Source: an optimization exercise on an open RTL-to-GDS flow (aim: small area, a short achievable clock period and few clock cycles). Production flows keep margins and buffers that such runs may drop.
RTL that was checked went through simulation tests only; none was proved equivalent to the original.
Power figures rest on the tool's default switching activity, not on a simulated workload.

// setun_core
module setun_core (
    input             clk,
    input             rst,
    input             start,
    input      [15:0] fuel,
    output reg        done,
    output reg [2:0]  status,
    output     [9:0]  reg_c,
    output     [9:0]  reg_f,
    output     [1:0]  reg_w,
    output     [35:0] reg_s,
    output     [35:0] reg_r,
    output reg        fram_en,
    output reg        fram_we,
    output reg        fram_page,
    output reg [6:0]  fram_row,
    output reg [17:0] fram_wdata,
    input      [17:0] fram_rdata,
    output reg        drum_en,
    output reg        drum_we,
    output reg [5:0]  drum_zone,
    output reg [5:0]  drum_row,
    output reg [17:0] drum_wdata,
    input      [17:0] drum_rdata
);
    localparam [1:0] TZ = 2'b00, TP = 2'b01, TN = 2'b11;
    localparam [2:0] ST_NONE = 3'd0, ST_DONE = 3'd1, ST_OVER = 3'd2, ST_ERROR = 3'd3,
                     ST_REFUSED = 3'd4, ST_FUEL = 3'd5;
    localparam [5:0] OP_LDS = {TP, TZ, TZ}, OP_ADD = {TP, TZ, TP}, OP_SUB = {TP, TZ, TN},
                     OP_XOR = {TP, TN, TZ}, OP_LDR = {TP, TN, TP}, OP_HLT = {TP, TN, TN},
                     OP_MUL = {TP, TP, TZ}, OP_MULA = {TP, TP, TP}, OP_MULB = {TP, TP, TN},
                     OP_BZ  = {TZ, TP, TZ}, OP_BP = {TZ, TP, TP}, OP_BN = {TZ, TP, TN},
                     OP_JMP = {TZ, TZ, TZ}, OP_STC = {TZ, TZ, TP}, OP_STF = {TZ, TZ, TN},
                     OP_LDF = {TZ, TN, TZ}, OP_LFC = {TZ, TN, TP}, OP_ADF = {TZ, TN, TN},
                     OP_SHF = {TN, TP, TZ}, OP_STS = {TN, TP, TP}, OP_NRM = {TN, TP, TN},
                     OP_F2D = {TN, TZ, TP}, OP_D2F = {TN, TZ, TN}, OP_IO = {TN, TZ, TZ};
    localparam S_IDLE = 0, S_FETCH = 1, S_DEC = 2, S_OP1 = 3, S_OP2 = 4, S_RECV = 5,
               S_EXEC = 6, S_MUL = 7, S_SHF0 = 8, S_SHF = 9, S_NRM = 10, S_XF0 = 11,
  ...
Size in the first run: ~3,900 cells after synthesis, about 250 flip-flops, roughly 210 I/O pins, about 24,000 sq um of cells after synthesis.
Settings: LEC_CHECK=0, ABC_AREA=1, CAP_MARGIN=20, CORE_MARGIN=2, CORE_UTILIZATION=40, PLACE_DENSITY=0.6, SLEW_MARGIN=20; clock period 55.0 ns.
run.sh (not shown) runs the stock make flow with config.mk's settings and CLKGATE_MAP_FILE= SYNTH_SCRIPT=/design/flow/synth_recipe.tcl, a recipe that flattens the netlist after the stock synthesis.
The baseline passed the timing, DRC and antenna checks.
Testbench counts at the start, summed over its fixed seeds: cycles 281,867.
Change:
==> flow/flow/run.sh (new file) <==
#!/bin/bash
# The standard layout, with plain buffers (buf_2) on the ports instead of the
# default delay-cell port buffers.
set -euo pipefail
bash standard.sh "BUFFER_PORTS_ARGS=-buffer_cell sky130_fd_sc_hd__buf_2" finish > standard.log 2>&1
==> flow/standard.sh (new file) <==
#!/bin/bash
# synth_recipe.tcl (not shown) runs the flow's synth.tcl, then flattens the netlist and writes it again
# the make line also repeats each setting of config.mk as NAME=value (left out here)
make -C /OpenROAD-flow-scripts/flow DESIGN_CONFIG=/design/flow/config.mk WORK_HOME=/design/flow/orfs CLKGATE_MAP_FILE= SYNTH_SCRIPT=/design/flow/synth_recipe.tcl "${@:-finish}"
removed: flow/run.sh
Clock skew hardly moves.
Register-to-register slack gets better by 640 ps.
Sequential share of layout area went up by 0.88 points.
Area after synthesis does not change.
Total power goes down by a few percent.
Die area is unchanged.
Fmax is higher by a few percent.
Final area fell by a few percent.
Global-route usage came out lower by 0.53 points.

* * *

setun_core, a different RTL version from the one above (not shown whole).
Size in the first run: roughly 4000 cells after synthesis, about 240 flip-flops, about 210 I/O pins, roughly 26000 um^2 of cells after synthesis.
clock: 55.0 ns
lec_check: 0
abc_area: 1
cap_margin: 20
core_margin: 2
core_utilization: 40
place_density: 0.6
slew_margin: 20
Stock flow here: none of the scripts above is used.
Then changed:
ABC_AREA = not set   (was 1)
After rerunning:
- via count climbs by a few percent
- setup slack degrades by 0.65 ns
- power drops by a quarter to a third
- synthesized cell count drops by a little under a tenth
- combinational power drops by a quarter to a third
- design area climbs by a few percent
Function was not checked in any run of this note: the RTL went through the layout flow alone.

static timing again, ports no longer ideal:
In the flow no input, the clock included, has a driving cell. The finished layouts below were timed again as built, in two steps.
Step 1, drivers: a clkbuf_16 drives clk and a buf_2 each remaining input, both assumed.
Step 2 times the ports against the registers' clock, not the clock port: input delays grow and output delays shrink by t, the midpoint of the rising clock arrivals with the driver on.
Three values: ideal ports, drivers, drivers and shift; two values: the first two.
run	t, ns	setup slack, ns	worst hold slack (ns)	latest minus earliest clock arrival (ns)	pins driven straight from the clock port
the first run of note 1	0.629	39.765 / 39.703 / 40.332	0.476 / 0.476 / 0.476	0.027 / 0.026	1
the second run of note 1	0.615	40.101 / 40.038 / 40.653	0.459 / 0.459 / 0.459	0.023 / 0.023	1
the first run of note 2	0.621	38.806 / 38.744 / 39.365	0.490 / 0.490 / 0.490	0.023 / 0.023	1
the second run of note 2	0.669	38.154 / 38.093 / 38.364	0.477 / 0.477 / 0.477	0.017 / 0.018	1
After both steps setup and hold are still met in every run listed.
